From an optimization exercise on the open Yosys and OpenROAD flow, aimed at small area, a short achievable clock period and few clock cycles; shortcuts taken in it are not production practice.
Power is estimated from default activity; no workload was simulated.

Setup of old:
Design bms_codec, start of the top module:
module bms_codec (
    input  wire        clk,
    input  wire        rst,
    input  wire        req_valid,
    output wire        req_ready,
    input  wire [31:0] req_desc,
    input  wire [7:0]  req_count,
    input  wire [7:0]  req_counter,
    input  wire        in_valid,
    output wire        in_ready,
    input  wire [7:0]  in_data,
    output wire        out_valid,
    input  wire        out_ready,
    output wire [7:0]  out_data,
    output wire        out_last,
    output wire [2:0]  out_status
);
clock: 9.0 ns
lec_check: 0
cap_margin: 20
core_margin: 2
core_utilization: 40
place_density: 0.6
slew_margin: 20
standard.sh (not shown) runs the stock make flow with config.mk's settings and CLKGATE_MAP_FILE= SYNTH_SCRIPT=/design/flow/synth_recipe.tcl, a recipe that flattens the netlist after the stock synthesis.
==> flow/flow/run.sh <==
#!/bin/bash
# Standard layout, with timing repair aiming at a setup slack of MARGIN ns.
set -euo pipefail
MARGIN=6
sed "s/\"\\\${@:-finish}\"/SETUP_SLACK_MARGIN=$MARGIN &/" standard.sh > standard_margin.sh
grep -q "SETUP_SLACK_MARGIN=$MARGIN" standard_margin.sh
bash standard_margin.sh > make_finish.log 2>&1
What new does differently from old at the input level:
-- flow/design.v --
<<< old, line 62
    reg  [4:0]  alloc_q;         
    reg  [4:0]  rdf_q;           
    reg         i_busy, i_done, i_inph;
    reg  [1:0]  i_kind;
    reg         i_port;
>>> new, line 62
    reg  [4:0]  alloc_q;         
    reg  [4:0]  rdf_q;           
    reg         i_busy, i_done, i_inph, i_new;
    reg  [1:0]  i_kind;
    reg         i_port;
<<< old, line 93
    reg  [3:0]  s_srem;
    reg         s_ls;            
    reg         f_v, f_pay, f_c0, f_phi, f_plo, f_last;
    reg  [7:0]  f_data;
    reg  [2:0]  f_stat;
    reg  [9:0]  wcrc_q;          
    reg         o_v, o_last;
    reg  [7:0]  o_data;
    reg  [2:0]  o_stat;
    assign req_ready  = req_ready_q;
    assign in_ready   = in_ready_q;
>>> new, line 93
    reg  [3:0]  s_srem;
    reg         s_ls;            
    reg         o_v, o_last, o_pay, o_c0, o_c5;
    reg  [7:0]  o_data;
    reg  [2:0]  o_stat;
    reg  [9:0]  wcrc_q;
    assign req_ready  = req_ready_q;
    assign in_ready   = in_ready_q;
<<< old, line 216
    wire s_rowrd = ~s_hdr & ~c_one & s_coh[5];
    wire [7:0] sbyte = s_hdr ? hbyte : c_one ? 8'h00 : rbyte;
    wire [9:0] wcrc_byte, wcrc_fold;
    bms_crc10_byte u_wcrc (.crc_in(f_c0 ? CRC10_SEED : wcrc_q), .data(f_data),
                           .crc_out(wcrc_byte));
    bms_crc10_ctr  u_wfold (.crc_in(wcrc_q), .ctr(6'd0), .crc_out(wcrc_fold));
    always @(posedge clk) begin
        if (rst) begin
>>> new, line 213
    wire s_rowrd = ~s_hdr & ~c_one & s_coh[5];
    wire [7:0] sbyte = s_hdr ? hbyte : c_one ? 8'h00 : rbyte;
    wire [9:0] wcrc_byte, wcrc_full;
    bms_crc10_byte u_wcrc (.crc_in(o_c0 ? CRC10_SEED : wcrc_q), .data(o_data),
                           .crc_out(wcrc_byte));
    bms_crc10_ctr  u_wfold (.crc_in(wcrc_byte), .ctr(6'd0), .crc_out(wcrc_full));
    wire s_phi = c_wr & ~s_hdr & s_coh[6];
    wire s_plo = c_wr & ~s_hdr & s_coh[7];
    always @(posedge clk) begin
        if (rst) begin
<<< old, line 229
            i_done      <= 1'b0;
            i_inph      <= 1'b0;
            w_v         <= 1'b0;
            p_v         <= 1'b0;
            c_v         <= 1'b0;
            f_v         <= 1'b0;
            o_v         <= 1'b0;
        end else begin
>>> new, line 228
            i_done      <= 1'b0;
            i_inph      <= 1'b0;
            i_new       <= 1'b0;
            w_v         <= 1'b0;
            p_v         <= 1'b0;
            c_v         <= 1'b0;
            o_v         <= 1'b0;
        end else begin
<<< old, line 240
                i_done <= ~d_hasin;
                i_inph <= d_hasin;
                if (d_hasin)
                    alloc_q <= alloc_q + req_count[4:0];
            end else begin
                if (push)
>>> new, line 239
                i_done <= ~d_hasin;
                i_inph <= d_hasin;
            end else begin
                if (push)
<<< old, line 267
            end else
                in_ready_q <= 1'b0;
            if (push)
                p_v <= 1'b1;
>>> new, line 264
            end else
                in_ready_q <= 1'b0;
            i_new <= req_fire;
            if (i_new && i_inph)
                alloc_q <= alloc_q + {1'b0, i_n1} + 5'd1;
            if (push)
                p_v <= 1'b1;
<<< old, line 279
            else if (iss && c_one && c_fr)
                rdf_q <= rdf_q + {1'b0, c_n1} + 5'd1;
            if (advance) begin
                f_v <= iss;
                o_v <= f_v;
            end
        end
        w_data <= in_data;
>>> new, line 279
            else if (iss && c_one && c_fr)
                rdf_q <= rdf_q + {1'b0, c_n1} + 5'd1;
            if (advance)
                o_v <= iss;
        end
        w_data <= in_data;
<<< old, line 375
        end
        if (advance) begin
            f_data <= sbyte;
            f_pay  <= c_wr & ~s_hdr & ~s_coh[6] & ~s_coh[7];
            f_c0   <= s_coh[0];
            f_phi  <= c_wr & ~s_hdr & s_coh[6];
            f_plo  <= c_wr & ~s_hdr & s_coh[7];
            f_last <= s_last;
            f_stat <= (c_one & s_last) ? c_stat : ST_OK;
            if (f_v && f_pay)
                wcrc_q <= wcrc_byte;
            else if (f_v && f_phi)
                wcrc_q <= wcrc_fold;
            o_data <= f_phi ? {6'd0, wcrc_fold[9:8]} : f_plo ? wcrc_q[7:0] : f_data;
            o_last <= f_last;
            o_stat <= f_stat;
        end
    end
>>> new, line 373
        end
        if (advance) begin
            o_data <= s_phi ? {6'd0, wcrc_full[9:8]} : s_plo ? wcrc_q[7:0] : sbyte;
            o_pay  <= c_wr & ~s_hdr & ~s_coh[6] & ~s_coh[7];
            o_c0   <= s_coh[0];
            o_c5   <= s_coh[5];
            o_last <= s_last;
            o_stat <= (c_one & s_last) ? c_stat : ST_OK;
            if (o_v && o_pay)
                wcrc_q <= o_c5 ? wcrc_full : wcrc_byte;
        end
    end
==> comparison <==
- Each of the runs, namely old and new, reached the end of the flow and came out clean.
- [compare] base=old new=new: relative area change from synthesis to final layout climbed 1.6 points, fraction of the cycle the final worst path needs -0.86 points.
- [compare] base=old new=new: met3 track demand over resource in global routing rose 0.55 points; final cell count roughly the same; met2 capacity usage during global routing grew by 3.6 points; combinational group share of total power higher.
- Comparing old with new, the height of the die came out essentially unchanged.
- Comparing old and new, the lower measured slew at the worst slew-check pin was measured on old.
- Clock power essentially unchanged between old and new.
- Clock tree buffer count of the final layout down 16 in new wrt old
- [new] synthesized-area fraction occupied by ao, oa, aoi and oai cells rose 0.30 points relative to old
- Between old and new, the flow reports count of inverters not on the clock network in the layout increasing by more than 10%.
No run of this note included a check of the RTL's function; only the layout flow was run.

what the ideal ports hide:
No port has a modelled driver above. Below, the same layouts with a new extraction and two added sets of constraints.
Step 1 (the two cells are an assumption about what drives the block):
set clk [get_ports {clk}]
set_driving_cell -lib_cell sky130_fd_sc_hd__clkbuf_16 $clk
set_driving_cell -lib_cell sky130_fd_sc_hd__buf_2 [delete_from_list [all_inputs] $clk]
Step 2 moves the port delays by t, midway between the first and last clock arrival at a register: inputs arrive t later, outputs are due t later. That takes back most of the time a late clock gives input paths.
a / b / c = ideal ports / drivers / drivers and shift; a / b = the first two.
run	t (ns)	setup slack, ns	hold WS [ns]	worst slew at a driven data input, ns
old	0.711	5.628 / 5.643 / 4.932	0.417 / 0.417 / 0.417	0.06
new	0.724	5.706 / 5.741 / 5.018	0.418 / 0.418 / 0.418	0.12
After both steps every run listed still meets setup and hold. For old, which loses most, drivers alone change the setup slack by +0.015 ns; drivers and shift together by -0.696 ns.
